Context: an optimization exercise on an open-source flow, tuned for small area, a short achievable clock period and few clock cycles per item. The choices shown serve that exercise and are no tape-out recipe.
Function was not checked in any run shown here: the RTL went through the layout flow alone.
Power and IR drop assume default switching activity.

`flow/flow/run.sh`:
```
#!/bin/bash
# The standard layout, with the adders left to ABC: without ADDER_MAP_FILE,
# synthesis does not turn three-input XOR/majority pairs into full-adder
# cells, so the multiplier's compressor tree is mapped as plain gates.
set -euo pipefail
bash standard.sh ADDER_MAP_FILE= finish > make_finish.log 2>&1
```
`flow/standard.sh`:
```
#!/bin/bash
# synth_recipe.tcl (not shown) runs the flow's synth.tcl, then flattens the netlist and writes it again
# the make line also repeats each setting of config.mk as NAME=value (left out here)
make -C /OpenROAD-flow-scripts/flow DESIGN_CONFIG=/design/flow/config.mk WORK_HOME=/design/flow/orfs CLKGATE_MAP_FILE= SYNTH_SCRIPT=/design/flow/synth_recipe.tcl "${@:-finish}"
```
`flow/config.mk`:
```
export PLATFORM = sky130hd
export DESIGN_NAME = flanger_sweep_state_machine
export DESIGN_NICKNAME = flanger_sweep_state_machine
export VERILOG_FILES = /design/flow/design.v
export SDC_FILE = /design/flow/constraint.sdc
export NUM_CORES = 4
export LEC_CHECK = 0
export CAP_MARGIN = 20
export CORE_MARGIN = 2
export CORE_UTILIZATION = 40
export CTS_BUF_LIST = sky130_fd_sc_hd__clkbuf_8
export CTS_CLUSTER_DIAMETER = 70
export CTS_CLUSTER_SIZE = 16
export SETUP_SLACK_MARGIN = 5
export SLEW_MARGIN = 20
```
`flow/constraint.sdc`:
```
create_clock -name core_clock -period 8.0 [get_ports {clk}]
set_input_delay 1.6000 -clock core_clock [delete_from_list [all_inputs] [get_ports {clk}]]
set_output_delay 1.6000 -clock core_clock [all_outputs]
set_load 0.01 [all_outputs]
```
`flow/design.v`:
```
module fx_flanger (
    input  wire        clk,
    input  wire        rst,
    input  wire        shift_en,    
    input  wire        blk_end,     
    input  wire        early,       
    input  wire [15:0] x,           
    output wire [15:0] h            
);
    localparam TAPMAX = 22;
    reg  [15:0] hist [0:TAPMAX-1];
    reg  [4:0]  tap;
    reg         dir_up;
    reg  [15:0] hsel;
    integer i;
    always @(*) begin
        hsel = 16'd0;
        for (i = 0; i < TAPMAX; i = i + 1)
            hsel = hsel | ({16{tap == i + 1}} & hist[i]);
    end
    wire fresh = (tap == TAPMAX[4:0]) && !dir_up && early;
    assign h = (tap == 5'd0) ? x : (fresh ? 16'd0 : hsel);
    always @(posedge clk) begin
        if (shift_en) begin
            hist[0] <= x;
            for (i = 1; i < TAPMAX; i = i + 1)
                hist[i] <= hist[i-1];
        end
    end
    always @(posedge clk) begin
        if (rst) begin
            tap    <= TAPMAX[4:0];
            dir_up <= 1'b0;
        end else if (blk_end) begin
            if (!dir_up) begin
                if (tap == 5'd0) begin
                    dir_up <= 1'b1;
                    tap    <= 5'd1;
                end else begin
                    tap    <= tap - 5'd1;
                end
            end else begin
                if (tap == TAPMAX[4:0]) begin
                    dir_up <= 1'b0;
                    tap    <= TAPMAX[4:0] - 5'd1;
                end else begin
                    tap    <= tap + 5'd1;
                end
            end
        end
    end
endmodule
module fx_mul (
    input  wire [15:0] A,
    input  wire [7:0]  one,
    input  wire [7:0]  two,
    input  wire [7:0]  neg,
    input  wire [4:0]  inj,
    output wire [31:0] R0,
    output wire [31:0] R1
);
    wire r0_0 = ((one[0] & A[0]) ^ neg[0]);
    wire r0_1 = (((one[0] & A[1]) | (two[0] & A[0])) ^ neg[0]);
    wire r0_2 = (((one[0] & A[2]) | (two[0] & A[1])) ^ neg[0]);
    wire r0_3 = (((one[0] & A[3]) | (two[0] & A[2])) ^ neg[0]);
    wire r0_4 = (((one[0] & A[4]) | (two[0] & A[3])) ^ neg[0]);
    wire r0_5 = (((one[0] & A[5]) | (two[0] & A[4])) ^ neg[0]);
    wire r0_6 = (((one[0] & A[6]) | (two[0] & A[5])) ^ neg[0]);
    wire r0_7 = (((one[0] & A[7]) | (two[0] & A[6])) ^ neg[0]);
    wire r0_8 = (((one[0] & A[8]) | (two[0] & A[7])) ^ neg[0]);
    wire r0_9 = (((one[0] & A[9]) | (two[0] & A[8])) ^ neg[0]);
    wire r0_10 = (((one[0] & A[10]) | (two[0] & A[9])) ^ neg[0]);
    wire r0_11 = (((one[0] & A[11]) | (two[0] & A[10])) ^ neg[0]);
    wire r0_12 = (((one[0] & A[12]) | (two[0] & A[11])) ^ neg[0]);
    wire r0_13 = (((one[0] & A[13]) | (two[0] & A[12])) ^ neg[0]);
    wire r0_14 = (((one[0] & A[14]) | (two[0] & A[13])) ^ neg[0]);
    wire r0_15 = (((one[0] & A[15]) | (two[0] & A[14])) ^ neg[0]);
    wire r0_16 = (((one[0] & A[15]) | (two[0] & A[15])) ^ neg[0]);
    wire r1_0 = ((one[1] & A[0]) ^ neg[1]);
    wire r1_1 = (((one[1] & A[1]) | (two[1] & A[0])) ^ neg[1]);
    wire r1_2 = (((one[1] & A[2]) | (two[1] & A[1])) ^ neg[1]);
    wire r1_3 = (((one[1] & A[3]) | (two[1] & A[2])) ^ neg[1]);
    wire r1_4 = (((one[1] & A[4]) | (two[1] & A[3])) ^ neg[1]);
    wire r1_5 = (((one[1] & A[5]) | (two[1] & A[4])) ^ neg[1]);
    wire r1_6 = (((one[1] & A[6]) | (two[1] & A[5])) ^ neg[1]);
    wire r1_7 = (((one[1] & A[7]) | (two[1] & A[6])) ^ neg[1]);
    wire r1_8 = (((one[1] & A[8]) | (two[1] & A[7])) ^ neg[1]);
    wire r1_9 = (((one[1] & A[9]) | (two[1] & A[8])) ^ neg[1]);
    wire r1_10 = (((one[1] & A[10]) | (two[1] & A[9])) ^ neg[1]);
    wire r1_11 = (((one[1] & A[11]) | (two[1] & A[10])) ^ neg[1]);
    wire r1_12 = (((one[1] & A[12]) | (two[1] & A[11])) ^ neg[1]);
    wire r1_13 = (((one[1] & A[13]) | (two[1] & A[12])) ^ neg[1]);
    wire r1_14 = (((one[1] & A[14]) | (two[1] & A[13])) ^ neg[1]);
    wire r1_15 = (((one[1] & A[15]) | (two[1] & A[14])) ^ neg[1]);
    wire r1_16 = (((one[1] & A[15]) | (two[1] & A[15])) ^ neg[1]);
    wire r2_0 = ((one[2] & A[0]) ^ neg[2]);
    wire r2_1 = (((one[2] & A[1]) | (two[2] & A[0])) ^ neg[2]);
    wire r2_2 = (((one[2] & A[2]) | (two[2] & A[1])) ^ neg[2]);
    wire r2_3 = (((one[2] & A[3]) | (two[2] & A[2])) ^ neg[2]);
    wire r2_4 = (((one[2] & A[4]) | (two[2] & A[3])) ^ neg[2]);
    wire r2_5 = (((one[2] & A[5]) | (two[2] & A[4])) ^ neg[2]);
    wire r2_6 = (((one[2] & A[6]) | (two[2] & A[5])) ^ neg[2]);
    wire r2_7 = (((one[2] & A[7]) | (two[2] & A[6])) ^ neg[2]);
    wire r2_8 = (((one[2] & A[8]) | (two[2] & A[7])) ^ neg[2]);
    wire r2_9 = (((one[2] & A[9]) | (two[2] & A[8])) ^ neg[2]);
    wire r2_10 = (((one[2] & A[10]) | (two[2] & A[9])) ^ neg[2]);
    wire r2_11 = (((one[2] & A[11]) | (two[2] & A[10])) ^ neg[2]);
    wire r2_12 = (((one[2] & A[12]) | (two[2] & A[11])) ^ neg[2]);
    wire r2_13 = (((one[2] & A[13]) | (two[2] & A[12])) ^ neg[2]);
    wire r2_14 = (((one[2] & A[14]) | (two[2] & A[13])) ^ neg[2]);
    wire r2_15 = (((one[2] & A[15]) | (two[2] & A[14])) ^ neg[2]);
    wire r2_16 = (((one[2] & A[15]) | (two[2] & A[15])) ^ neg[2]);
    wire r3_0 = ((one[3] & A[0]) ^ neg[3]);
    wire r3_1 = (((one[3] & A[1]) | (two[3] & A[0])) ^ neg[3]);
    wire r3_2 = (((one[3] & A[2]) | (two[3] & A[1])) ^ neg[3]);
    wire r3_3 = (((one[3] & A[3]) | (two[3] & A[2])) ^ neg[3]);
    wire r3_4 = (((one[3] & A[4]) | (two[3] & A[3])) ^ neg[3]);
    wire r3_5 = (((one[3] & A[5]) | (two[3] & A[4])) ^ neg[3]);
    wire r3_6 = (((one[3] & A[6]) | (two[3] & A[5])) ^ neg[3]);
    wire r3_7 = (((one[3] & A[7]) | (two[3] & A[6])) ^ neg[3]);
    wire r3_8 = (((one[3] & A[8]) | (two[3] & A[7])) ^ neg[3]);
    wire r3_9 = (((one[3] & A[9]) | (two[3] & A[8])) ^ neg[3]);
    wire r3_10 = (((one[3] & A[10]) | (two[3] & A[9])) ^ neg[3]);
    wire r3_11 = (((one[3] & A[11]) | (two[3] & A[10])) ^ neg[3]);
    wire r3_12 = (((one[3] & A[12]) | (two[3] & A[11])) ^ neg[3]);
    wire r3_13 = (((one[3] & A[13]) | (two[3] & A[12])) ^ neg[3]);
    wire r3_14 = (((one[3] & A[14]) | (two[3] & A[13])) ^ neg[3]);
    wire r3_15 = (((one[3] & A[15]) | (two[3] & A[14])) ^ neg[3]);
    wire r3_16 = (((one[3] & A[15]) | (two[3] & A[15])) ^ neg[3]);
    wire r4_0 = ((one[4] & A[0]) ^ neg[4]);
    wire r4_1 = (((one[4] & A[1]) | (two[4] & A[0])) ^ neg[4]);
    wire r4_2 = (((one[4] & A[2]) | (two[4] & A[1])) ^ neg[4]);
    wire r4_3 = (((one[4] & A[3]) | (two[4] & A[2])) ^ neg[4]);
    wire r4_4 = (((one[4] & A[4]) | (two[4] & A[3])) ^ neg[4]);
    wire r4_5 = (((one[4] & A[5]) | (two[4] & A[4])) ^ neg[4]);
    wire r4_6 = (((one[4] & A[6]) | (two[4] & A[5])) ^ neg[4]);
    wire r4_7 = (((one[4] & A[7]) | (two[4] & A[6])) ^ neg[4]);
    wire r4_8 = (((one[4] & A[8]) | (two[4] & A[7])) ^ neg[4]);
    wire r4_9 = (((one[4] & A[9]) | (two[4] & A[8])) ^ neg[4]);
    wire r4_10 = (((one[4] & A[10]) | (two[4] & A[9])) ^ neg[4]);
    wire r4_11 = (((one[4] & A[11]) | (two[4] & A[10])) ^ neg[4]);
    wire r4_12 = (((one[4] & A[12]) | (two[4] & A[11])) ^ neg[4]);
    wire r4_13 = (((one[4] & A[13]) | (two[4] & A[12])) ^ neg[4]);
    wire r4_14 = (((one[4] & A[14]) | (two[4] & A[13])) ^ neg[4]);
    wire r4_15 = (((one[4] & A[15]) | (two[4] & A[14])) ^ neg[4]);
    wire r4_16 = (((one[4] & A[15]) | (two[4] & A[15])) ^ neg[4]);
    wire r5_0 = ((one[5] & A[0]) ^ neg[5]);
    wire r5_1 = (((one[5] & A[1]) | (two[5] & A[0])) ^ neg[5]);
    wire r5_2 = (((one[5] & A[2]) | (two[5] & A[1])) ^ neg[5]);
    wire r5_3 = (((one[5] & A[3]) | (two[5] & A[2])) ^ neg[5]);
    wire r5_4 = (((one[5] & A[4]) | (two[5] & A[3])) ^ neg[5]);
    wire r5_5 = (((one[5] & A[5]) | (two[5] & A[4])) ^ neg[5]);
    wire r5_6 = (((one[5] & A[6]) | (two[5] & A[5])) ^ neg[5]);
    wire r5_7 = (((one[5] & A[7]) | (two[5] & A[6])) ^ neg[5]);
    wire r5_8 = (((one[5] & A[8]) | (two[5] & A[7])) ^ neg[5]);
    wire r5_9 = (((one[5] & A[9]) | (two[5] & A[8])) ^ neg[5]);
    wire r5_10 = ((((one[5] & A[10]) | (two[5] & A[9])) ^ neg[5]) | inj[0]);
    wire r5_11 = ((((one[5] & A[11]) | (two[5] & A[10])) ^ neg[5]) | inj[1]);
    wire r5_12 = ((((one[5] & A[12]) | (two[5] & A[11])) ^ neg[5]) | inj[2]);
    wire r5_13 = ((((one[5] & A[13]) | (two[5] & A[12])) ^ neg[5]) | inj[3]);
    wire r5_14 = ((((one[5] & A[14]) | (two[5] & A[13])) ^ neg[5]) | inj[4]);
    wire r5_15 = (((one[5] & A[15]) | (two[5] & A[14])) ^ neg[5]);
    wire r5_16 = (((one[5] & A[15]) | (two[5] & A[15])) ^ neg[5]);
    wire r6_0 = ((one[6] & A[0]) ^ neg[6]);
    wire r6_1 = (((one[6] & A[1]) | (two[6] & A[0])) ^ neg[6]);
    wire r6_2 = (((one[6] & A[2]) | (two[6] & A[1])) ^ neg[6]);
    wire r6_3 = (((one[6] & A[3]) | (two[6] & A[2])) ^ neg[6]);
    wire r6_4 = (((one[6] & A[4]) | (two[6] & A[3])) ^ neg[6]);
    wire r6_5 = (((one[6] & A[5]) | (two[6] & A[4])) ^ neg[6]);
    wire r6_6 = (((one[6] & A[6]) | (two[6] & A[5])) ^ neg[6]);
    wire r6_7 = (((one[6] & A[7]) | (two[6] & A[6])) ^ neg[6]);
    wire r6_8 = (((one[6] & A[8]) | (two[6] & A[7])) ^ neg[6]);
    wire r6_9 = (((one[6] & A[9]) | (two[6] & A[8])) ^ neg[6]);
    wire r6_10 = (((one[6] & A[10]) | (two[6] & A[9])) ^ neg[6]);
    wire r6_11 = (((one[6] & A[11]) | (two[6] & A[10])) ^ neg[6]);
    wire r6_12 = (((one[6] & A[12]) | (two[6] & A[11])) ^ neg[6]);
    wire r6_13 = (((one[6] & A[13]) | (two[6] & A[12])) ^ neg[6]);
    wire r6_14 = (((one[6] & A[14]) | (two[6] & A[13])) ^ neg[6]);
    wire r6_15 = (((one[6] & A[15]) | (two[6] & A[14])) ^ neg[6]);
    wire r6_16 = (((one[6] & A[15]) | (two[6] & A[15])) ^ neg[6]);
    wire r7_0 = ((one[7] & A[0]) ^ neg[7]);
    wire r7_1 = (((one[7] & A[1]) | (two[7] & A[0])) ^ neg[7]);
    wire r7_2 = (((one[7] & A[2]) | (two[7] & A[1])) ^ neg[7]);
    wire r7_3 = (((one[7] & A[3]) | (two[7] & A[2])) ^ neg[7]);
    wire r7_4 = (((one[7] & A[4]) | (two[7] & A[3])) ^ neg[7]);
    wire r7_5 = (((one[7] & A[5]) | (two[7] & A[4])) ^ neg[7]);
    wire r7_6 = (((one[7] & A[6]) | (two[7] & A[5])) ^ neg[7]);
    wire r7_7 = (((one[7] & A[7]) | (two[7] & A[6])) ^ neg[7]);
    wire r7_8 = (((one[7] & A[8]) | (two[7] & A[7])) ^ neg[7]);
    wire r7_9 = (((one[7] & A[9]) | (two[7] & A[8])) ^ neg[7]);
    wire r7_10 = (((one[7] & A[10]) | (two[7] & A[9])) ^ neg[7]);
    wire r7_11 = (((one[7] & A[11]) | (two[7] & A[10])) ^ neg[7]);
    wire r7_12 = (((one[7] & A[12]) | (two[7] & A[11])) ^ neg[7]);
    wire r7_13 = (((one[7] & A[13]) | (two[7] & A[12])) ^ neg[7]);
    wire r7_14 = (((one[7] & A[14]) | (two[7] & A[13])) ^ neg[7]);
    wire r7_15 = (((one[7] & A[15]) | (two[7] & A[14])) ^ neg[7]);
    wire r7_16 = (((one[7] & A[15]) | (two[7] & A[15])) ^ neg[7]);
    wire s1 = r0_10 ^ r1_8;
    wire c2 = r0_10 & r1_8;
    wire s3 = r0_11 ^ r1_9;
    wire c4 = r0_11 & r1_9;
    wire s5 = r0_12 ^ r1_10 ^ r2_8;
    wire c6 = (r0_12 & r1_10) | (r0_12 & r2_8) | (r1_10 & r2_8);
    wire s7 = r3_6 ^ r4_4;
    wire c8 = r3_6 & r4_4;
    wire s9 = r0_13 ^ r1_11 ^ r2_9;
    wire c10 = (r0_13 & r1_11) | (r0_13 & r2_9) | (r1_11 & r2_9);
    wire s11 = r3_7 ^ r4_5;
    wire c12 = r3_7 & r4_5;
    wire s13 = r0_14 ^ r1_12 ^ r2_10;
    wire c14 = (r0_14 & r1_12) | (r0_14 & r2_10) | (r1_12 & r2_10);
    wire s15 = r3_8 ^ r4_6 ^ r5_4;
    wire c16 = (r3_8 & r4_6) | (r3_8 & r5_4) | (r4_6 & r5_4);
    wire s17 = r6_2 ^ r7_0;
    wire c18 = r6_2 & r7_0;
    wire s19 = r0_15 ^ r1_13 ^ r2_11;
    wire c20 = (r0_15 & r1_13) | (r0_15 & r2_11) | (r1_13 & r2_11);
    wire s21 = r3_9 ^ r4_7 ^ r5_5;
    wire c22 = (r3_9 & r4_7) | (r3_9 & r5_5) | (r4_7 & r5_5);
    wire s23 = r6_3 ^ r7_1;
    wire c24 = r6_3 & r7_1;
    wire s25 = ~r0_16 ^ r1_14 ^ r2_12;
    wire c26 = (~r0_16 & r1_14) | (~r0_16 & r2_12) | (r1_14 & r2_12);
    wire s27 = r3_10 ^ r4_8 ^ r5_6;
    wire c28 = (r3_10 & r4_8) | (r3_10 & r5_6) | (r4_8 & r5_6);
    wire s29 = r6_4 ^ r7_2 ^ 1'b1;
    wire c30 = (r6_4 & r7_2) | (r6_4 & 1'b1) | (r7_2 & 1'b1);
    wire s31 = r1_15 ^ r2_13 ^ r3_11;
    wire c32 = (r1_15 & r2_13) | (r1_15 & r3_11) | (r2_13 & r3_11);
    wire s33 = r4_9 ^ r5_7 ^ r6_5;
    wire c34 = (r4_9 & r5_7) | (r4_9 & r6_5) | (r5_7 & r6_5);
    wire s35 = r7_3 ^ 1'b1;
    wire c36 = r7_3 & 1'b1;
    wire s37 = ~r1_16 ^ r2_14 ^ r3_12;
    wire c38 = (~r1_16 & r2_14) | (~r1_16 & r3_12) | (r2_14 & r3_12);
    wire s39 = r4_10 ^ r5_8 ^ r6_6;
    wire c40 = (r4_10 & r5_8) | (r4_10 & r6_6) | (r5_8 & r6_6);
    wire s41 = r2_15 ^ r3_13 ^ r4_11;
    wire c42 = (r2_15 & r3_13) | (r2_15 & r4_11) | (r3_13 & r4_11);
    wire s43 = r5_9 ^ r6_7;
    wire c44 = r5_9 & r6_7;
    wire s45 = ~r2_16 ^ r3_14 ^ r4_12;
    wire c46 = (~r2_16 & r3_14) | (~r2_16 & r4_12) | (r3_14 & r4_12);
    wire s47 = r3_15 ^ r4_13;
    wire c48 = r3_15 & r4_13;
    wire s49 = r0_6 ^ r1_4;
    wire c50 = r0_6 & r1_4;
    wire s51 = r0_7 ^ r1_5;
    wire c52 = r0_7 & r1_5;
    wire s53 = r0_8 ^ r1_6 ^ r2_4;
    wire c54 = (r0_8 & r1_6) | (r0_8 & r2_4) | (r1_6 & r2_4);
    wire s55 = r3_2 ^ r4_0;
    wire c56 = r3_2 & r4_0;
    wire s57 = r0_9 ^ r1_7 ^ r2_5;
    wire c58 = (r0_9 & r1_7) | (r0_9 & r2_5) | (r1_7 & r2_5);
    wire s59 = r3_3 ^ r4_1;
    wire c60 = r3_3 & r4_1;
    wire s61 = r2_6 ^ r3_4 ^ r4_2;
    wire c62 = (r2_6 & r3_4) | (r2_6 & r4_2) | (r3_4 & r4_2);
    wire s63 = r5_0 ^ neg[5] ^ s1;
    wire c64 = (r5_0 & neg[5]) | (r5_0 & s1) | (neg[5] & s1);
    wire s65 = r2_7 ^ r3_5 ^ r4_3;
    wire c66 = (r2_7 & r3_5) | (r2_7 & r4_3) | (r3_5 & r4_3);
    wire s67 = r5_1 ^ c2 ^ s3;
    wire c68 = (r5_1 & c2) | (r5_1 & s3) | (c2 & s3);
    wire s69 = r5_2 ^ r6_0 ^ neg[6];
    wire c70 = (r5_2 & r6_0) | (r5_2 & neg[6]) | (r6_0 & neg[6]);
    wire s71 = c4 ^ s7 ^ s5;
    wire c72 = (c4 & s7) | (c4 & s5) | (s7 & s5);
    wire s73 = r5_3 ^ r6_1 ^ c8;
    wire c74 = (r5_3 & r6_1) | (r5_3 & c8) | (r6_1 & c8);
    wire s75 = s11 ^ c6 ^ s9;
    wire c76 = (s11 & c6) | (s11 & s9) | (c6 & s9);
    wire s77 = neg[7] ^ c12 ^ s17;
    wire c78 = (neg[7] & c12) | (neg[7] & s17) | (c12 & s17);
    wire s79 = c10 ^ s13 ^ s15;
    wire c80 = (c10 & s13) | (c10 & s15) | (s13 & s15);
    wire s81 = c18 ^ s23 ^ c14;
    wire c82 = (c18 & s23) | (c18 & c14) | (s23 & c14);
    wire s83 = c16 ^ s19 ^ s21;
    wire c84 = (c16 & s19) | (c16 & s21) | (s19 & s21);
    wire s85 = c24 ^ c20 ^ c22;
    wire c86 = (c24 & c20) | (c24 & c22) | (c20 & c22);
    wire s87 = s25 ^ s27 ^ s29;
    wire c88 = (s25 & s27) | (s25 & s29) | (s27 & s29);
    wire s89 = s35 ^ c26 ^ c28;
    wire c90 = (s35 & c26) | (s35 & c28) | (c26 & c28);
    wire s91 = c30 ^ s31 ^ s33;
    wire c92 = (c30 & s31) | (c30 & s33) | (s31 & s33);
    wire s93 = r7_4 ^ c36 ^ c32;
    wire c94 = (r7_4 & c36) | (r7_4 & c32) | (c36 & c32);
    wire s95 = c34 ^ s37 ^ s39;
    wire c96 = (c34 & s37) | (c34 & s39) | (s37 & s39);
    wire s97 = r7_5 ^ 1'b1 ^ s43;
    wire c98 = (r7_5 & 1'b1) | (r7_5 & s43) | (1'b1 & s43);
    wire s99 = c38 ^ c40 ^ s41;
    wire c100 = (c38 & c40) | (c38 & s41) | (c40 & s41);
    wire s101 = r5_10 ^ r6_8 ^ r7_6;
    wire c102 = (r5_10 & r6_8) | (r5_10 & r7_6) | (r6_8 & r7_6);
    wire s103 = c44 ^ c42 ^ s45;
    wire c104 = (c44 & c42) | (c44 & s45) | (c42 & s45);
    wire s105 = r5_11 ^ r6_9 ^ r7_7;
    wire c106 = (r5_11 & r6_9) | (r5_11 & r7_7) | (r6_9 & r7_7);
    wire s107 = 1'b1 ^ s47 ^ c46;
    wire c108 = (1'b1 & s47) | (1'b1 & c46) | (s47 & c46);
    wire s109 = ~r3_16 ^ r4_14 ^ r5_12;
    wire c110 = (~r3_16 & r4_14) | (~r3_16 & r5_12) | (r4_14 & r5_12);
    wire s111 = r6_10 ^ r7_8 ^ c48;
    wire c112 = (r6_10 & r7_8) | (r6_10 & c48) | (r7_8 & c48);
    wire s113 = r4_15 ^ r5_13 ^ r6_11;
    wire c114 = (r4_15 & r5_13) | (r4_15 & r6_11) | (r5_13 & r6_11);
    wire s115 = r7_9 ^ 1'b1;
    wire c116 = r7_9 & 1'b1;
    wire s117 = ~r4_16 ^ r5_14 ^ r6_12;
    wire c118 = (~r4_16 & r5_14) | (~r4_16 & r6_12) | (r5_14 & r6_12);
    wire s119 = r5_15 ^ r6_13;
    wire c120 = r5_15 & r6_13;
    wire s121 = r0_4 ^ r1_2;
    wire c122 = r0_4 & r1_2;
    wire s123 = r0_5 ^ r1_3;
    wire c124 = r0_5 & r1_3;
    wire s125 = r2_2 ^ r3_0 ^ neg[3];
    wire c126 = (r2_2 & r3_0) | (r2_2 & neg[3]) | (r3_0 & neg[3]);
    wire s127 = r2_3 ^ r3_1 ^ c50;
    wire c128 = (r2_3 & r3_1) | (r2_3 & c50) | (r3_1 & c50);
    wire s129 = neg[4] ^ c52 ^ s55;
    wire c130 = (neg[4] & c52) | (neg[4] & s55) | (c52 & s55);
    wire s131 = c56 ^ s59 ^ c54;
    wire c132 = (c56 & s59) | (c56 & c54) | (s59 & c54);
    wire s133 = c60 ^ c58 ^ s61;
    wire c134 = (c60 & c58) | (c60 & s61) | (c58 & s61);
    wire s135 = c62 ^ s65 ^ c64;
    wire c136 = (c62 & s65) | (c62 & c64) | (s65 & c64);
    wire s137 = c66 ^ s69 ^ c68;
    wire c138 = (c66 & s69) | (c66 & c68) | (s69 & c68);
    wire s139 = c70 ^ s73 ^ c72;
    wire c140 = (c70 & s73) | (c70 & c72) | (s73 & c72);
    wire s141 = c74 ^ s77 ^ c76;
    wire c142 = (c74 & s77) | (c74 & c76) | (s77 & c76);
    wire s143 = c78 ^ s81 ^ c80;
    wire c144 = (c78 & s81) | (c78 & c80) | (s81 & c80);
    wire s145 = c82 ^ s85 ^ c84;
    wire c146 = (c82 & s85) | (c82 & c84) | (s85 & c84);
    wire s147 = c86 ^ s89 ^ c88;
    wire c148 = (c86 & s89) | (c86 & c88) | (s89 & c88);
    wire s149 = c90 ^ s93 ^ c92;
    wire c150 = (c90 & s93) | (c90 & c92) | (s93 & c92);
    wire s151 = s97 ^ c94 ^ c96;
    wire c152 = (s97 & c94) | (s97 & c96) | (c94 & c96);
    wire s153 = s101 ^ c98 ^ c100;
    wire c154 = (s101 & c98) | (s101 & c100) | (c98 & c100);
    wire s155 = c102 ^ s105 ^ s107;
    wire c156 = (c102 & s105) | (c102 & s107) | (s105 & s107);
    wire s157 = c106 ^ s109 ^ s111;
    wire c158 = (c106 & s109) | (c106 & s111) | (s109 & s111);
    wire s159 = s115 ^ c110 ^ s113;
    wire c160 = (s115 & c110) | (s115 & s113) | (c110 & s113);
    wire s161 = r7_10 ^ c116 ^ c114;
    wire c162 = (r7_10 & c116) | (r7_10 & c114) | (c116 & c114);
    wire s163 = r7_11 ^ 1'b1 ^ s119;
    wire c164 = (r7_11 & 1'b1) | (r7_11 & s119) | (1'b1 & s119);
    wire s165 = ~r5_16 ^ r6_14 ^ r7_12;
    wire c166 = (~r5_16 & r6_14) | (~r5_16 & r7_12) | (r6_14 & r7_12);
    wire s167 = r6_15 ^ r7_13;
    wire c168 = r6_15 & r7_13;
    wire s169 = r0_2 ^ r1_0;
    wire c170 = r0_2 & r1_0;
    wire s171 = r0_3 ^ r1_1;
    wire c172 = r0_3 & r1_1;
    wire s173 = r2_0 ^ neg[2] ^ s121;
    wire c174 = (r2_0 & neg[2]) | (r2_0 & s121) | (neg[2] & s121);
    wire s175 = r2_1 ^ c122 ^ s123;
    wire c176 = (r2_1 & c122) | (r2_1 & s123) | (c122 & s123);
    wire s177 = c124 ^ s49 ^ s125;
    wire c178 = (c124 & s49) | (c124 & s125) | (s49 & s125);
    wire s179 = s51 ^ c126 ^ s127;
    wire c180 = (s51 & c126) | (s51 & s127) | (c126 & s127);
    wire s181 = s53 ^ c128 ^ s129;
    wire c182 = (s53 & c128) | (s53 & s129) | (c128 & s129);
    wire s183 = s57 ^ c130 ^ s131;
    wire c184 = (s57 & c130) | (s57 & s131) | (c130 & s131);
    wire s185 = s63 ^ c132 ^ s133;
    wire c186 = (s63 & c132) | (s63 & s133) | (c132 & s133);
    wire s187 = s67 ^ c134 ^ s135;
    wire c188 = (s67 & c134) | (s67 & s135) | (c134 & s135);
    wire s189 = s71 ^ c136 ^ s137;
    wire c190 = (s71 & c136) | (s71 & s137) | (c136 & s137);
    wire s191 = s75 ^ c138 ^ s139;
    wire c192 = (s75 & c138) | (s75 & s139) | (c138 & s139);
    wire s193 = s79 ^ c140 ^ s141;
    wire c194 = (s79 & c140) | (s79 & s141) | (c140 & s141);
    wire s195 = s83 ^ c142 ^ s143;
    wire c196 = (s83 & c142) | (s83 & s143) | (c142 & s143);
    wire s197 = s87 ^ c144 ^ s145;
    wire c198 = (s87 & c144) | (s87 & s145) | (c144 & s145);
    wire s199 = s91 ^ c146 ^ s147;
    wire c200 = (s91 & c146) | (s91 & s147) | (c146 & s147);
    wire s201 = s95 ^ c148 ^ s149;
    wire c202 = (s95 & c148) | (s95 & s149) | (c148 & s149);
    wire s203 = s99 ^ c150 ^ s151;
    wire c204 = (s99 & c150) | (s99 & s151) | (c150 & s151);
    wire s205 = s103 ^ c152 ^ s153;
    wire c206 = (s103 & c152) | (s103 & s153) | (c152 & s153);
    wire s207 = c104 ^ c154 ^ s155;
    wire c208 = (c104 & c154) | (c104 & s155) | (c154 & s155);
    wire s209 = c108 ^ s157 ^ c156;
    wire c210 = (c108 & s157) | (c108 & c156) | (s157 & c156);
    wire s211 = c112 ^ s159 ^ c158;
    wire c212 = (c112 & s159) | (c112 & c158) | (s159 & c158);
    wire s213 = s117 ^ s161 ^ c160;
    wire c214 = (s117 & s161) | (s117 & c160) | (s161 & c160);
    wire s215 = c118 ^ s163 ^ c162;
    wire c216 = (c118 & s163) | (c118 & c162) | (s163 & c162);
    wire s217 = c120 ^ s165 ^ c164;
    wire c218 = (c120 & s165) | (c120 & c164) | (s165 & c164);
    wire s219 = 1'b1 ^ s167 ^ c166;
    wire c220 = (1'b1 & s167) | (1'b1 & c166) | (s167 & c166);
    wire s221 = ~r6_16 ^ r7_14 ^ c168;
    wire c222 = (~r6_16 & r7_14) | (~r6_16 & c168) | (r7_14 & c168);
    wire s223 = r7_15 ^ 1'b1;
    wire c224 = r7_15 & 1'b1;
    assign R0 = {1'b1, ~r7_16, s223, s221, s219, s217, s215, s213, s211, s209, s207, s205, s203, s201, s199, s197, s195, s193, s191, s189, s187, s185, s183, s181, s179, s177, s175, s173, s171, s169, r0_1, r0_0};
    assign R1 = {1'b0, c224, c222, c220, c218, c216, c214, c212, c210, c208, c206, c204, c202, c200, c198, c196, c194, c192, c190, c188, c186, c184, c182, c180, c178, c176, c174, c172, c170, neg[1], 1'b0, neg[0]};
endmodule
module fx_crush_prep (
    input  wire [15:0] s,
    input  wire [2:0]  depth,       
    output wire [15:0] a,           
    output wire [4:0]  inj          
);
    wire neg = s[15];
    wire [11:0] lo_any;
    assign lo_any[0] = s[0];
    genvar k;
    generate
        for (k = 1; k < 12; k = k + 1) begin : g_any
            assign lo_any[k] = lo_any[k-1] | s[k];
        end
    endgenerate
    wire up12 = s[11] & (!neg | lo_any[10]);
    wire up11 = s[10] & (!neg | lo_any[9]);
    wire up10 = s[9]  & (!neg | lo_any[8]);
    wire up9  = s[8]  & (!neg | lo_any[7]);
    wire up8  = s[7]  & (!neg | lo_any[6]);
    assign inj[4] = (depth == 3'd1) & up12;
    assign inj[3] = (depth == 3'd2) & up11;
    assign inj[2] = (depth == 3'd3) & up10;
    assign inj[1] = (depth == 3'd4) & up9;
    assign inj[0] = (depth == 3'd5) & up8;
    assign a[15:12] = s[15:12];
    assign a[11]    = s[11] & (depth > 3'd1);
    assign a[10]    = s[10] & (depth > 3'd2);
    assign a[9]     = s[9]  & (depth > 3'd3);
    assign a[8]     = s[8]  & (depth > 3'd4);
    assign a[7:0]   = 8'd0;
endmodule
module flanger_sweep_state_machine #(
    parameter N = 32,              
    parameter L = 24               
) (
    input  wire        clk,
    input  wire        rst,
    input  wire        key_valid,
    input  wire [7:0]  key_char,
    input  wire        btn,
    input  wire        in_valid,
    output wire        in_ready,
    input  wire [15:0] mic,
    input  wire [15:0] gen,
    output reg         out_valid,
    input  wire        out_ready,
    output reg  [31:0] out_data,
    output reg         out_last,
    output reg         out_ev_valid,
    output reg         out_ev_kind,    
    output reg  [7:0]  out_ev_arg,
    output wire [15:0] gen_freq
);
    localparam [2:0] MIN_DEPTH = 3'd1;
    localparam [2:0] MAX_DEPTH = 3'd5;
    localparam [1:0] M_NONE  = 2'd0;
    localparam [1:0] M_FLAN  = 2'd1;
    localparam [1:0] M_RING  = 2'd2;
    localparam [1:0] M_CRUSH = 2'd3;
    reg  [1:0] mode;
    reg        src_sel;
    reg  [2:0] depth;
    reg        key_pend;
    reg  [7:0] key_q;
    reg        btn_pend;
    localparam CW = $clog2(N);
    localparam [CW-1:0] LAST_BEAT = N - 1;
    reg  [CW-1:0] cnt;               
    reg        sk_valid;             
    wire       rdy = !sk_valid;      
    reg        in_ready_q;           
    assign in_ready = in_ready_q;
    wire acc   = in_valid && rdy;
    wire first = (cnt == 0);
    wire last  = (cnt == LAST_BEAT);
    wire k_n     = (key_q == 8'h6E);
    wire k_f     = (key_q == 8'h66);
    wire k_r     = (key_q == 8'h72);
    wire k_b     = (key_q == 8'h62);
    wire k_plus  = (key_q == 8'h2B);
    wire k_minus = (key_q == 8'h2D);
    wire k_mode  = k_n | k_f | k_r | k_b;
    wire k_unrec = !(k_mode | k_plus | k_minus);
    reg [1:0] key_mode;
    always @(*) begin
        case (1'b1)
            k_f:     key_mode = M_FLAN;
            k_r:     key_mode = M_RING;
            k_b:     key_mode = M_CRUSH;
            default: key_mode = M_NONE;
        endcase
    end
    reg [2:0] new_depth;
    always @(*) begin
        new_depth = depth;
        if (key_pend && k_plus && depth < MAX_DEPTH)
            new_depth = depth + 3'd1;
        if (key_pend && k_minus && depth > MIN_DEPTH)
            new_depth = depth - 3'd1;
    end
    wire [1:0] new_mode = (key_pend && k_mode) ? key_mode : mode;
    wire       new_src  = src_sel ^ btn_pend;
    wire [1:0] cur_mode  = first ? new_mode  : mode;
    wire       cur_src   = first ? new_src   : src_sel;
    wire [2:0] cur_depth = first ? new_depth : depth;
    always @(posedge clk) begin
        if (rst) begin
            mode     <= M_NONE;
            src_sel  <= 1'b0;
            depth    <= MIN_DEPTH;
            key_pend <= 1'b0;
            btn_pend <= 1'b0;
            cnt      <= 0;
        end else begin
            if (acc) begin
                cnt <= last ? 0 : cnt + 1'b1;
                if (first) begin
                    mode    <= new_mode;
                    src_sel <= new_src;
                    depth   <= new_depth;
                end
            end
            if (key_valid)
                key_pend <= 1'b1;
            else if (acc && first)
                key_pend <= 1'b0;
            if (btn)
                btn_pend <= 1'b1;
            else if (acc && first)
                btn_pend <= 1'b0;
        end
    end
    always @(posedge clk) begin
        if (key_valid)
            key_q <= key_char;
    end
    always @(posedge clk) begin
        if (acc && first) begin
            out_ev_valid <= key_pend && !(k_plus || k_minus);
            out_ev_kind  <= k_unrec;
            out_ev_arg   <= k_unrec ? key_q : {6'd0, key_mode};
        end
    end
    wire [15:0] s = cur_src ? gen : mic;
    wire is_flan  = (cur_mode == M_FLAN);
    wire is_ring  = (cur_mode == M_RING);
    wire is_crush = (cur_mode == M_CRUSH);
    wire [15:0] h;
    fx_flanger u_flan (
        .clk      (clk),
        .rst      (rst),
        .shift_en (acc && is_flan),
        .blk_end  (acc && last && is_flan),
        .early    (cnt < 5'd22),
        .x        (s),
        .h        (h)
    );
    localparam [7:0] F_LO = 8'd75, F_HI = 8'd175, F_D = 8'd6;
    reg  [7:0] f8;
    reg        f_up;
    wire [7:0] f_upv = f8 + F_D;
    wire [7:0] f_dnv = f8 - F_D;
    always @(posedge clk) begin
        if (rst) begin
            f8   <= F_LO;
            f_up <= 1'b1;
        end else if (acc && last && is_ring) begin
            if (f_up) begin
                if (f_upv > F_HI) begin
                    f8   <= F_HI;
                    f_up <= 1'b0;
                end else begin
                    f8   <= f_upv;
                end
            end else begin
                if (f8 < F_LO + F_D) begin
                    f8   <= F_LO;
                    f_up <= 1'b1;
                end else begin
                    f8   <= f_dnv;
                end
            end
        end
    end
    assign gen_freq = {5'd0, f8, 3'd0};
    wire [15:0] a_crush;
    wire [4:0]  inj_in;
    fx_crush_prep u_crush (.s(s), .depth(cur_depth), .a(a_crush), .inj(inj_in));
    wire [15:0] a_in = is_ring ? mic : (is_flan ? h : (is_crush ? a_crush : s));
    reg  [7:0]  one_in, two_in, neg_in;
    wire [16:0] ge = {gen, 1'b0};
    integer j;
    always @(*) begin
        for (j = 0; j < 8; j = j + 1) begin
            if (is_ring) begin
                one_in[j] = ge[2*j+1] ^ ge[2*j];
                two_in[j] = (ge[2*j+2] & ~ge[2*j+1] & ~ge[2*j]) |
                            (~ge[2*j+2] & ge[2*j+1] & ge[2*j]);
                neg_in[j] = ge[2*j+2] & ~(ge[2*j+1] & ge[2*j]);
            end else begin
                one_in[j] = (j == 6);
                two_in[j] = (j == 5) && is_flan;
                neg_in[j] = (j == 5) && is_flan;
            end
        end
    end
    reg        v1, l1;
    reg [4:0]  inj1;
    reg [15:0] a1;
    reg [7:0]  one1, two1, neg1;
    always @(posedge clk) begin
        if (rst)
            v1 <= 1'b0;
        else if (rdy)
            v1 <= in_valid;
        if (rdy) begin
            l1   <= last;
            inj1 <= is_crush ? inj_in : 5'd0;
            a1   <= a_in;
            one1 <= one_in;
            two1 <= two_in;
            neg1 <= neg_in;
        end
    end
    wire [31:0] ps, pc;
    fx_mul u_mul (
        .A(a1), .one(one1), .two(two1), .neg(neg1), .inj(inj1),
        .R0(ps), .R1(pc)
    );
    reg        v2, l2;
    reg [31:0] s2, k2;
    always @(posedge clk) begin
        if (rst)
            v2 <= 1'b0;
        else if (rdy)
            v2 <= v1;
        if (rdy) begin
            l2 <= l1;
            s2 <= ps;
            k2 <= pc;
        end
    end
    wire [31:0] y = s2 + k2;
    reg [31:0] sk_data;
    reg        sk_last;
    always @(posedge clk) begin
        if (rst) begin
            out_valid  <= 1'b0;
            sk_valid   <= 1'b0;
            in_ready_q <= 1'b1;
        end else if (!out_valid || out_ready) begin
            out_valid  <= sk_valid || v2;
            sk_valid   <= 1'b0;
            in_ready_q <= 1'b1;
        end else if (v2 && !sk_valid) begin
            sk_valid   <= 1'b1;
            in_ready_q <= 1'b0;
        end
    end
    always @(posedge clk) begin
        if (!out_valid || out_ready) begin
            out_data <= sk_valid ? sk_data : y;
            out_last <= sk_valid ? sk_last : l2;
        end
        if (!sk_valid) begin
            sk_data <= y;
            sk_last <= l2;
        end
    end
endmodule
```
==> flow_metrics.env, run 1 <==
export IMPL_status="finished clean"
export IMPL_maxCapViolations=0
export IMPL_crit_required_ns=8.43
export IMPL_power_frac_clock=0.241
export IMPL_htree_levels=2
export IMPL_seq_area_frac_synth=0.5887
export IMPL_path_class="register to register"
export IMPL_dp_hpwl_um=48980
export IMPL_relSlewSlack=0.4037
export IMPL_post_synth_top_count_cell="edfxtp_1"
export IMPL_syn_area_per_cell_um2=11.98
export IMPL_core_um2=70030
export IMPL_fillers=6130
export IMPL_track_usage=0.2105
export IMPL_cts_hold_fix_buffers=0
export IMPL_yosysUniqueCellTypes=78
export IMPL_powerDensity_nw_per_um2=202.5
export IMPL_row_count=97
export IMPL_wire_per_inst_um=22.88
export IMPL_die_area_um2=72920
export IMPL_clk_pin_slew_ns=0.11
export IMPL_setup_tns_ns=0
export IMPL_ys_ff_latch=577
export IMPL_clockBufferDepth=3
export IMPL_first_global_vias=19340
export IMPL_grt_max_degree=69
export IMPL_setup_viol=0
export IMPL_p_leak_nw=11.85
export IMPL_gr_total_overflow=0
export IMPL_ys_flop_type="edfxtp_1"
export IMPL_r2r_start="key_q[6]$_DFFE_PP_"
export IMPL_fin_nets=2664
export IMPL_rr_worst_depth=11
export IMPL_rsz0062_at_grt="yes"
export IMPL_final_core_util=0.4922
export IMPL_area_delta_synth_final_pct=21.76
export IMPL_port_buffers=98
export IMPL_worst_hold_path_type="register to register"
export IMPL_rr_endpoint="u_flan.hist[9][10]$_DFFE_PP_"
export IMPL_via_count=20840
export IMPL_clock_latency_ns=0.70
export IMPL_switchingPower_mw=2.030
export IMPL_slew_violations=0
export IMPL_die_x_um=270.0
export IMPL_instances_no_fill=3596
export IMPL_critPathLaunchType="register"
export IMPL_netlist_top_cells_count="edfxtp_1, xnor2_1, a22oi_1, nor2_1, nand2_1"
export IMPL_drt_wl_total_um=82280
export IMPL_num_io_pins=107
export IMPL_drt_pass1_iterations=6
export IMPL_synth_top_area_share=0.5420
export IMPL_netSwitchingFraction=0.2908
export IMPL_peakVddDrop_mv=0.1296
export IMPL_drive_gt1_frac=0.1740
export IMPL_initial_core_util=0.4043
export IMPL_crit_end="u_flan.hist[9][10]$_DFFE_PP_"
export IMPL_cp_arrival_ns=3.51
export IMPL_syn_inst=2363
export IMPL_power_frac_comb=0.219
export IMPL_grt_antenna_before_repair=2
export IMPL_cts_tree="done"
export IMPL_cts_buffers=45
export IMPL_seq_power_share=0.540
export IMPL_fmax_ghz=0.3253
export IMPL_yosysTopAreaCell="edfxtp_1"
export IMPL_grt_pass1_wl_um=118600
export IMPL_syn_area_um2=28310
export IMPL_place_inst=3284
export IMPL_drc=0
export IMPL_tightest_slew_ns=0.8945
export IMPL_final_min_clock_period_ns=3.074
export IMPL_timing_final_crit_share=0.3843
export IMPL_hold_viol=0
export IMPL_finClkSkew_ns=0.07382
export IMPL_yosys_warnings=3
export IMPL_internal_power_mw=4.950
export IMPL_end_kind="register"
export IMPL_gp_congestion=0.9237
export IMPL_clock_sinks=577
export IMPL_synthArstFlopShare=0
export IMPL_cp_max_fo=11
export IMPL_ant_nets=0
export IMPL_die_height_um=270.0
export IMPL_regArea_um2=16690
export IMPL_multi_input_area_um2=11410
export IMPL_synth_edf_count=511
export IMPL_drtIter0Drc=2287
export IMPL_critical_path_startpoint="key_q[6]$_DFFE_PP_"
export IMPL_rrSetupSlack_ns=4.93
export IMPL_vias_per_cell=5.794
export IMPL_cts_root_buf="clkbuf_8"
export IMPL_synth_area_top_cells="edfxtp_1, xnor2_1, a22oi_1"
-- power groups by stage --
stage          combinational [mW]  clock (mW)  sequential, mW
2_1_floorplan               0.863           0            3.80
3_3_place_gp                 1.16           0            3.91
3_5_place_dp                 1.19           0            3.92
4_1_cts                      1.37        1.72            3.78
5_1_grt                      1.66        1.82            3.80
6_report                     1.53        1.68            3.77
-- layer usage --
layer,track usage,share of wire,up-vias
met4,0.07471,0.037,2
met3,0.04570,0.094,196
met1,0.2970,0.43,10240
met5,0,0.00016,-
li1,-,-,9335
met2,0.3196,0.44,1062
-- metrics by stage --
step                      setup slack [ns]  cell area (µm²)  hold WS, ns  power (mW)
after CTS                            4.940            32900       0.4200       6.868
after global placement               3.563            30190       0.4301       5.074
final                                4.926            34470       0.4357       6.980
after global routing                 4.865            34470       0.4458       7.286
after detailed placement             3.470            30190       0.4324       5.110
after floorplan                     0.5080            28390       0.4003       4.660
-- layout by cell type, fill, tap and decap left out, types with 19 or more instances in the layout --
master / n
maj3_1: 62
a21oi_1: 79
nand2_1: 139
xnor2_1: 307
nand3_1: 49
a22oi_1: 251
inv_1: 60
nand4_1: 19
nor2_1: 166
a221oi_1: 27
dfxtp_1: 55
clkdlybuf4s15_1: 28
a22o_1: 22
xor2_1: 72
buf_12: 30
o21ai_0: 76
buf_4: 171
edfxtp_1: 511
clkdlybuf4s50_1: 45
clkbuf_16: 27
clkbuf_8: 46
nor3_1: 31
-- state kept, by name (all words and copies together) (netlist names), 8 cells and up --
| register | count |
|---|---|
| u_flan.hist | 352 |
| out_data | 32 |
| sk_data | 32 |
| s2 | 31 |
| k2 | 30 |
| a1 | 16 |
| f8 | 8 |
| key_q | 8 |
| neg1 | 8 |
| one1 | 8 |
| out_ev_arg | 8 |
| two1 | 8 |
-- how the worst min path moves through the flow --
stage / from / endpoint / slack, ns / depth (start not counted)
finish: u_flan.hist[15][3]$_DFFE_PP_ / u_flan.hist[16][3]$_DFFE_PP_ / 0.44 / 0
floorplan: l1$_DFFE_PN_ / l2$_DFFE_PN_ / 0.40 / 0
CTS: u_flan.hist[3][8]$_DFFE_PP_ / u_flan.hist[4][8]$_DFFE_PP_ / 0.42 / 0
detailed placement: u_flan.hist[18][9]$_DFFE_PP_ / u_flan.hist[19][9]$_DFFE_PP_ / 0.43 / 0
global placement: u_flan.hist[16][13]$_DFFE_PP_ / u_flan.hist[17][13]$_DFFE_PP_ / 0.43 / 0
global route: u_flan.hist[3][8]$_DFFE_PP_ / u_flan.hist[4][8]$_DFFE_PP_ / 0.45 / 0
-- cell families (layout without fill, tap and decap cells) --
| logic type | count (synthesis) | in the layout | share of synthesized area |
|---|---|---|---|
| other | 1 | 9 | 0.0001325 |
| flip-flops | 577 | 577 | 0.5887 |
| adder cells (fa/ha/maj) | 66 | 66 | 0.02347 |
| XOR/XNOR | 387 | 387 | 0.1205 |
| AND/OR/NAND/NOR | 527 | 528 | 0.08561 |
| AO/OA/AOI/OAI | 578 | 579 | 0.1421 |
| buffers and inverters | 196 | 479 | 0.02767 |
| multiplexers | 31 | 31 | 0.01176 |
-- worst max-delay path, stage by stage (launching register included) --
cell	delay, ns
edfxtp_1	0.41
nand2_1	0.11
or3_4	0.38
or4_4	0.58
o2bb2ai_4	0.15
buf_6	0.14
or2_4	0.30
nor2_4	0.17
buf_8	0.16
buf_4	0.13
clkbuf_16	0.15
buf_8	0.15
-- layout make-up --
| class | count | share of cell area |
|---|---|---|
| Clock inverter | 38 | 0.008385 |
| Timing Repair Buffer | 358 | 0.1196 |
| Inverter | 37 | 0.004102 |
| Antenna cell | 1 | 0.00007260 |
| Multi-Input combinational cell | 1599 | 0.3311 |
| Sequential cell | 577 | 0.4843 |
| Tap cell | 940 | 0.03412 |
| Clock buffer | 46 | 0.01837 |
-- what timing repair did --
item | in CTS | in global routing
pin swaps | 9 | 20
setup buffers | 131 | 45
cloned | 14 | 37
resized for setup | 175 | 87
endpoints found under the hold margin | 0 | 0
setup endpoints to repair | 479 | 421
==> run 2, diff against run 1 <==
--- a/flow/flow/run.sh
+++ b/flow/flow/run.sh
@@ -4,3 +4,4 @@
 # cells, so the multiplier's compressor tree is mapped as plain gates.
+# Timing repair aims for 5.3 ns of setup slack (a 2.7 ns period).
 set -euo pipefail
-bash standard.sh ADDER_MAP_FILE= finish > make_finish.log 2>&1
+bash standard.sh ADDER_MAP_FILE= SETUP_SLACK_MARGIN=5.3 finish > make_finish.log 2>&1
==> flow_metrics.env, run 2 <==
export IMPL_end_kind="register"
export IMPL_cts_tree="done"
export IMPL_dp_hpwl_um=48270
export IMPL_synth_area_top_cells="edfxtp_1, xnor2_1, a22oi_1"
export IMPL_maxCapViolations=0
export IMPL_fmax_ghz=0.3337
export IMPL_final_min_clock_period_ns=2.997
export IMPL_syn_inst=2363
export IMPL_syn_area_um2=28310
export IMPL_setup_viol=0
export IMPL_worst_hold_path_type="register to register"
export IMPL_track_usage=0.2177
export IMPL_drt_wl_total_um=85040
export IMPL_grt_antenna_before_repair=3
export IMPL_vias_per_cell=5.777
export IMPL_timing_final_crit_share=0.3746
export IMPL_die_height_um=270.0
export IMPL_slew_violations=0
export IMPL_setup_tns_ns=0
export IMPL_cp_max_fo=6
export IMPL_path_class="register to register"
export IMPL_first_global_vias=20430
export IMPL_ys_ff_latch=577
export IMPL_p_leak_nw=13.24
export IMPL_cts_root_buf="clkbuf_8"
export IMPL_layout_common_cells="edfxtp_1, xnor2_1, buf_4"
export IMPL_seq_area_frac_synth=0.5887
export IMPL_peakVddDrop_mv=0.1360
export IMPL_largest_reg_flops=352
export IMPL_syn_area_per_cell_um2=11.98
export IMPL_clockBufferDepth=3
export IMPL_place_inst=3283
export IMPL_fin_nets=2779
export IMPL_die_area_um2=72920
export IMPL_relSlewSlack=0.3643
export IMPL_synth_top_area_share=0.5420
export IMPL_grt_pass1_wl_um=122800
export IMPL_clk_pin_slew_ns=0.11
export IMPL_crit_required_ns=8.46
export IMPL_hold_viol=0
export IMPL_initial_core_util=0.4043
export IMPL_cp_arrival_ns=3.45
export IMPL_synth_edf_count=511
export IMPL_ys_flop_type="edfxtp_1"
export IMPL_status="finished clean"
export IMPL_htree_levels=2
export IMPL_rsz0062_at_grt="yes"
export IMPL_largest_register="u_flan.hist"
export IMPL_tightest_slew_ns=0.9535
export IMPL_powerDensity_nw_per_um2=196.4
export IMPL_num_io_pins=107
export IMPL_die_x_um=270.0
export IMPL_clock_latency_ns=0.73
export IMPL_drtIter0Drc=2378
export IMPL_area_delta_synth_final_pct=31.50
export IMPL_netlist_top_cells_count="edfxtp_1, xnor2_1, a22oi_1, nor2_1, nand2_1"
export IMPL_post_synth_top_count_cell="edfxtp_1"
export IMPL_row_count=97
export IMPL_finalPower_mw=7.310
export IMPL_grt_max_degree=72
export IMPL_holdWs_ns=0.4273
export IMPL_clock_sinks=577
export IMPL_final_common_cell="edfxtp_1"
export IMPL_gr_total_overflow=0
export IMPL_wire_per_inst_um=22.93
export IMPL_drc=0
export IMPL_synthArstFlopShare=0
export IMPL_critPathLaunchType="register"
export IMPL_port_buffers=98
export IMPL_gp_congestion=0.8899
export IMPL_drive_gt1_frac=0.3086
export IMPL_instances_no_fill=3708
export IMPL_finClkSkew_ns=0.06431
export IMPL_core_um2=70030
export IMPL_yosys_warnings=3
export IMPL_cts_buffers=48
export IMPL_via_count=21420
export IMPL_top_regs="u_flan.hist (352), out_data (32), sk_data (32)"
export IMPL_ant_nets=0
export IMPL_yosysUniqueCellTypes=78
export IMPL_drt_pass1_iterations=9
export IMPL_cts_hold_fix_buffers=0
export IMPL_yosysTopAreaCell="edfxtp_1"
==> run 2: cell count changes in the layout (fill, tap and decap cells not counted), moves of 24 or more <==
cell / delta
xnor2_1: -77
a22oi_2: +39
clkdlybuf4s15_1: -28
maj3_1: -31
buf_4: +50
buf_6: +46
maj3_2: +31
a22oi_1: -39
xnor2_2: +73
buf_2: +39
o21ai_0: -24
==> run 2: per-layer routing <==
metal | wire length [µm] | share of wire | track usage | vias to the layer above
li1 | - | - | - | 9563
met1 | 35580 | 0.42 | 0.3041 | 10570
met2 | 38430 | 0.45 | 0.3343 | 1105
met3 | 8085 | 0.095 | 0.04650 | 183
met4 | 2938 | 0.035 | 0.07763 | 2
met5 | 8 | 0.000094 | 0 | -
==> run 2: path summary, 6_finish.rpt <==
path	from	end	slack (ns)	cells past startpoint
worst min register to register	u_flan.hist[10][2]$_DFFE_PP_	u_flan.hist[11][2]$_DFFE_PP_	0.43	0
worst max register to register	key_q[7]$_DFFE_PP_	u_flan.hist[7][13]$_DFFE_PP_	5.00	12
worst max-delay path	key_q[7]$_DFFE_PP_	u_flan.hist[7][13]$_DFFE_PP_	5.00	12
worst min-delay path	u_flan.hist[10][2]$_DFFE_PP_	u_flan.hist[11][2]$_DFFE_PP_	0.43	0
==> run 2: what timing repair did <==
action | in CTS | in global routing
hold endpoints to repair | 0 | 0
setup buffers | 227 | 53
cloned | 34 | 26
pin swaps | 86 | 155
gates resized for setup | 452 | 291
setup endpoints to repair | 519 | 498
==> run 2: cell families after synthesis <==
group | count (synthesis) | synth area share
and+or+nand+nor | 527 | 0.08561
adders and majority gates | 66 | 0.02347
AOI/OAI and AO/OA | 578 | 0.1421
xor gates and xnor gates | 387 | 0.1205
buffers and inverters | 196 | 0.02767
DFF | 577 | 0.5887
other | 1 | 0.0001325
muxes | 31 | 0.01176
==> run 2: layout make-up <==
| class | instances | area [µm²] |
|---|---|---|
| inverters | 37 | 148.9 |
| multi-input cells | 1600 | 12890 |
| fillers | 5796 | 32800 |
| clock buffers | 49 | 674.4 |
| diodes | 1 | 2.502 |
| flip-flops and latches | 577 | 16710 |
| repair buffers | 469 | 5349 |
| clock inverters | 35 | 267.8 |
| well taps | 940 | 1176 |
==> run 2: where the power goes <==
| group | leakage [nW] | internal (mW) | switching [mW] |
|---|---|---|---|
| clock network | 0.543 | 0.615 | 1.08 |
| logic | 7.15 | 0.887 | 0.948 |
| registers | 5.55 | 3.59 | 0.190 |
==> run 2: metrics by stage <==
stage          cell area, µm²  setup WS [ns]  utilization
2_1_floorplan           28440         0.5080            -
3_3_place_gp            30240          3.495       0.4318
3_5_place_dp            30240          3.423       0.4318
4_1_cts                 34790          5.046       0.4968
5_1_grt                 37230          4.962       0.5316
6_report                37230          5.003       0.5316
==> run 2: critical path, cell delays in order (launching register included) <==
cell and delay [ns]:
edfxtp_1 0.40, nand2b_4 0.16, or3_4 0.36, or4_4 0.47
o2bb2ai_4 0.15, buf_6 0.14, or2_4 0.28, nor2_4 0.11
buf_6 0.14, buf_12 0.15, buf_12 0.15, buf_12 0.11
buf_16 0.12
==> run 3, diff against run 2 <==
--- a/flow/design.v
+++ b/flow/design.v
@@ -527,5 +527,39 @@
     wire       new_src  = src_sel ^ btn_pend;
-    wire [1:0] cur_mode  = first ? new_mode  : mode;
-    wire       cur_src   = first ? new_src   : src_sel;
-    wire [2:0] cur_depth = first ? new_depth : depth;
+    reg  [1:0] cur_mode;
+    reg        cur_src;
+    reg  [2:0] cur_depth;
+    wire       acc_first = acc && first;
+    wire [1:0] mode_n    = acc_first ? new_mode  : mode;
+    wire       src_n     = acc_first ? new_src   : src_sel;
+    wire [2:0] depth_n   = acc_first ? new_depth : depth;
+    wire       kp_n      = key_valid || (key_pend && !acc_first);
+    wire       bp_n      = btn || (btn_pend && !acc_first);
+    wire [7:0] kq_n      = key_valid ? key_char : key_q;
+    wire       first_n   = acc ? last : first;
+    wire n_f     = (kq_n == 8'h66);
+    wire n_r     = (kq_n == 8'h72);
+    wire n_b     = (kq_n == 8'h62);
+    wire n_mode  = (kq_n == 8'h6E) | n_f | n_r | n_b;
+    wire n_plus  = (kq_n == 8'h2B);
+    wire n_minus = (kq_n == 8'h2D);
+    wire [1:0] n_key_mode = n_f ? M_FLAN : n_r ? M_RING : n_b ? M_CRUSH : M_NONE;
+    reg [2:0] n_new_depth;
+    always @(*) begin
+        n_new_depth = depth_n;
+        if (kp_n && n_plus && depth_n < MAX_DEPTH)
+            n_new_depth = depth_n + 3'd1;
+        if (kp_n && n_minus && depth_n > MIN_DEPTH)
+            n_new_depth = depth_n - 3'd1;
+    end
+    always @(posedge clk) begin
+        if (rst) begin
+            cur_mode  <= M_NONE;
+            cur_src   <= 1'b0;
+            cur_depth <= MIN_DEPTH;
+        end else begin
+            cur_mode  <= first_n ? ((kp_n && n_mode) ? n_key_mode : mode_n) : mode_n;
+            cur_src   <= first_n ? (src_n ^ bp_n) : src_n;
+            cur_depth <= first_n ? n_new_depth : depth_n;
+        end
+    end
     always @(posedge clk) begin
@@ -539,10 +573,7 @@
         end else begin
-            if (acc) begin
+            if (acc)
                 cnt <= last ? 0 : cnt + 1'b1;
-                if (first) begin
-                    mode    <= new_mode;
-                    src_sel <= new_src;
-                    depth   <= new_depth;
-                end
-            end
+            mode    <= mode_n;
+            src_sel <= src_n;
+            depth   <= depth_n;
             if (key_valid)
==> flow/run.sh (new file) <==
#!/bin/bash
# synth_recipe.tcl (not shown) runs the flow's synth.tcl, then flattens the netlist and writes it again
# the make line also repeats each setting of config.mk as NAME=value (left out here)
make -C /OpenROAD-flow-scripts/flow DESIGN_CONFIG=/design/flow/config.mk WORK_HOME=/design/flow/orfs CLKGATE_MAP_FILE= SYNTH_SCRIPT=/design/flow/synth_recipe.tcl finish
--- a/flow/config.mk
+++ b/flow/config.mk
@@ -13,3 +13,3 @@
 export CTS_CLUSTER_SIZE = 16
-export SETUP_SLACK_MARGIN = 5
+export SETUP_SLACK_MARGIN = 4.8
 export SLEW_MARGIN = 20
removed: flow/flow/run.sh
removed: flow/standard.sh
==> flow_metrics.env, run 3 <==
export IMPL_grt_pass1_wl_um=113000
export IMPL_cts_hold_fix_buffers=0
export IMPL_crit_required_ns=8.43
export IMPL_post_synth_top_count_cell="edfxtp_1"
export IMPL_final_core_util=0.4689
export IMPL_synth_edf_count=503
export IMPL_clock_sinks=583
export IMPL_setup_viol=0
export IMPL_drive_gt1_frac=0.1584
export IMPL_largest_reg_flops=352
export IMPL_drtIter0Drc=2505
export IMPL_yosys_warnings=3
export IMPL_drc=0
export IMPL_netlist_top_cells_count="edfxtp_1, a22oi_1, clkbuf_1, inv_1, xnor2_1"
export IMPL_largest_register="u_flan.hist"
export IMPL_slew_violations=0
export IMPL_syn_area_per_cell_um2=12.89
export IMPL_critPathLaunchType="register"
export IMPL_yosysUniqueCellTypes=91
export IMPL_die_area_um2=73230
export IMPL_path_cells="a22oi_1 > xnor2_1 > ha_1 > fa_1 > inv_1 > fa_1 > inv_1 > fa_1"
export IMPL_rr_worst_depth=8
export IMPL_worstSetupPathDepth=8
export IMPL_port_buffers=98
export IMPL_drt_wl_total_um=74170
export IMPL_pre_cts_ws_ns=3.231
export IMPL_ys_ff_latch=583
export IMPL_fmax_ghz=0.3111
export IMPL_area_delta_synth_final_pct=15.68
export IMPL_synth_area_top_cells="edfxtp_1, a22oi_1, fa_1"
export IMPL_initial_core_util=0.4053
export IMPL_grt_antenna_before_repair=4
export IMPL_clock_latency_ns=0.70
export IMPL_cpMaxStageDelayCell="edfxtp_1"
export IMPL_clockBufferDepth=3
export IMPL_peakVddDrop_mv=0.1229
export IMPL_timing_final_crit_share=0.4018
export IMPL_end_kind="register"
export IMPL_path_class="register to register"
export IMPL_worst_hold_path_type="register to register"
export IMPL_cp_arrival_ns=3.64
export IMPL_wire_per_inst_um=22.11
export IMPL_die_x_um=270.6
export IMPL_ant_nets=0
export IMPL_first_global_vias=19020
export IMPL_num_io_pins=107
export IMPL_cts_root_buf="clkbuf_8"
export IMPL_core_um2=70150
export IMPL_htree_levels=2
export IMPL_yosysTopAreaCell="edfxtp_1"
export IMPL_drt_pass1_iterations=6
export IMPL_cts_buffers=47
export IMPL_hold_viol=0
export IMPL_status="finished clean"
export IMPL_cts_tree="done"
export IMPL_grt_max_degree=208
export IMPL_ys_flop_type="edfxtp_1"
export IMPL_fin_ws_ns=4.786
export IMPL_regArea_um2=16730
export IMPL_syn_inst=2206
export IMPL_track_usage=0.1974
export IMPL_final_common_cell="edfxtp_1"
export IMPL_vias_per_cell=5.790
export IMPL_min_path_cells=0
export IMPL_gp_congestion=0.8806
export IMPL_gr_total_overflow=0
export IMPL_cpPeakStageDelay_ns=0.73
export IMPL_synth_top_area_share=0.5312
export IMPL_via_count=19430
export IMPL_row_count=97
export IMPL_synthArstFlopShare=0
export IMPL_tightest_slew_ns=1.115
export IMPL_fin_nets=2591
export IMPL_rsz0062_at_grt="yes"
export IMPL_cp_num_buf_inv=2
export IMPL_die_height_um=270.6
export IMPL_finClkSkew_ns=0.04019
export IMPL_cpMostUsedCell="fa_1"
export IMPL_top_regs="u_flan.hist (352), out_data (32), sk_data (32)"
export IMPL_layout_common_cells="edfxtp_1, a22oi_1, buf_4"
export IMPL_p_leak_nw=12.07
export IMPL_place_inst=3124
export IMPL_seq_area_frac_synth=0.5876
export IMPL_clk_pin_slew_ns=0.10
export IMPL_instances_no_fill=3355
export IMPL_maxCapViolations=0
export IMPL_critPathTopFamily="adder cells"
export IMPL_powerDensity_nw_per_um2=180.2
export IMPL_syn_area_um2=28430
export IMPL_relSlewSlack=0.2556
export IMPL_fillers=6330
export IMPL_cp_max_fo=16
export IMPL_dp_hpwl_um=46450
export IMPL_final_min_clock_period_ns=3.214
export IMPL_multi_input_area_um2=10970
[run 3: cell count changes after synthesis, moves of 42 or more]
cell and change:
xnor2_1 -198, inv_1 +99, nor2_1 -98, fa_1 +82, ha_1 +78, maj3_1 -63, nand2_1 -42
[run 3: final timing paths]
path,start,end,slack (ns)
min,l1$_DFFE_PN_,l2$_DFFE_PN_,0.44
max,two1[7]$_SDFFCE_PN0N_,s2[15]$_DFFE_PN_,4.79
max reg2reg,two1[7]$_SDFFCE_PN0N_,s2[15]$_DFFE_PN_,4.79
min reg2reg,l1$_DFFE_PN_,l2$_DFFE_PN_,0.44
[run 3: per-layer routing]
| metal | vias to the layer above | track usage | wire [µm] |
|---|---|---|---|
| met4 | 2 | 0.06470 | 2178 |
| met3 | 155 | 0.03106 | 5904 |
| met1 | 9764 | 0.2723 | 31160 |
| met2 | 885 | 0.3191 | 34920 |
| li1 | 8620 | - | - |
| met5 | - | 0 | 11 |
[run 3: through the flow]
step | total power [mW] | TNS [ns] | instance area (µm²) | hold slack (ns)
global route | 6.184 | 0 | 32890 | 0.4581
global placement | 4.270 | 0 | 30310 | 0.4246
finish | 5.927 | 0 | 32890 | 0.4434
detailed placement | 4.282 | 0 | 30320 | 0.4262
CTS | 5.978 | 0 | 32400 | 0.4498
floorplan | 4.011 | -3.128 | 28530 | 0.4003
[run 3: layout make-up]
class / instances / area share
sequential: 583 / 0.5087
timing repair buffer: 280 / 0.07886
tap: 940 / 0.03576
clock buffer: 48 / 0.02009
antenna: 3 / 0.0002282
multi-input combinational: 1335 / 0.3336
clock inverter: 28 / 0.006733
inverter: 138 / 0.01609
[run 3: power breakdown]
part           switching (mW)  leakage [nW]  internal, mW  total (mW)
Sequential             0.0548          5.53          3.45        3.50
Clock                    1.04         0.495         0.619        1.66
Combinational           0.432          6.05         0.338       0.770
Total                    1.52          12.1          4.40        5.93
[run 3: kinds of logic after synthesis]
| kind of cell | Yosys count | share of synthesized area |
|---|---|---|
| DFF | 583 | 0.5876 |
| AOI/OAI and AO/OA | 563 | 0.1416 |
| buffers and inverters | 295 | 0.04040 |
| xor gates and xnor gates | 172 | 0.05298 |
| muxes | 38 | 0.01443 |
| other | 1 | 0.0001319 |
| adders and majority gates | 160 | 0.09206 |
| and+or+nand+nor | 394 | 0.07085 |
[run 3: what timing repair did]
action	CTS	global route
resized for setup	78	61
pin swaps	14	41
endpoints found under the hold margin	0	0
setup buffers	121	31
setup endpoints to repair	355	327

==> static timing again, ports no longer ideal <==
The flow's constraints put no driver on any port. The routed layouts listed below were extracted and timed again, unchanged, in two steps. Step 1 (the two cells are an assumption about what drives the block):
set clk [get_ports {clk}]
set_driving_cell -lib_cell sky130_fd_sc_hd__clkbuf_16 $clk
set_driving_cell -lib_cell sky130_fd_sc_hd__buf_2 [delete_from_list [all_inputs] $clk]
Step 2 also shifts input and output timing later by t, the mid clock arrival at the registers, as if the neighbouring blocks saw the same clock. a / b / c = ideal / step 1 / step 2; a / b = the first two.
run | t, ns | setup slack, ns | clock arrival spread, ns | pins driven straight from the clock port
run 1 | 0.732 | 4.926 / 4.926 / 4.379 | 0.084 / 0.085 | 1
run 2 | 0.766 | 5.003 / 4.957 / 4.192 | 0.079 / 0.079 | 1
run 3 | 0.734 | 4.786 / 4.786 / 4.197 | 0.042 / 0.042 | 1
After both steps setup and hold are still met in every run listed. The setup slack of run 2, which loses most, moves by -0.046 ns with the drivers and by -0.811 ns with both steps.
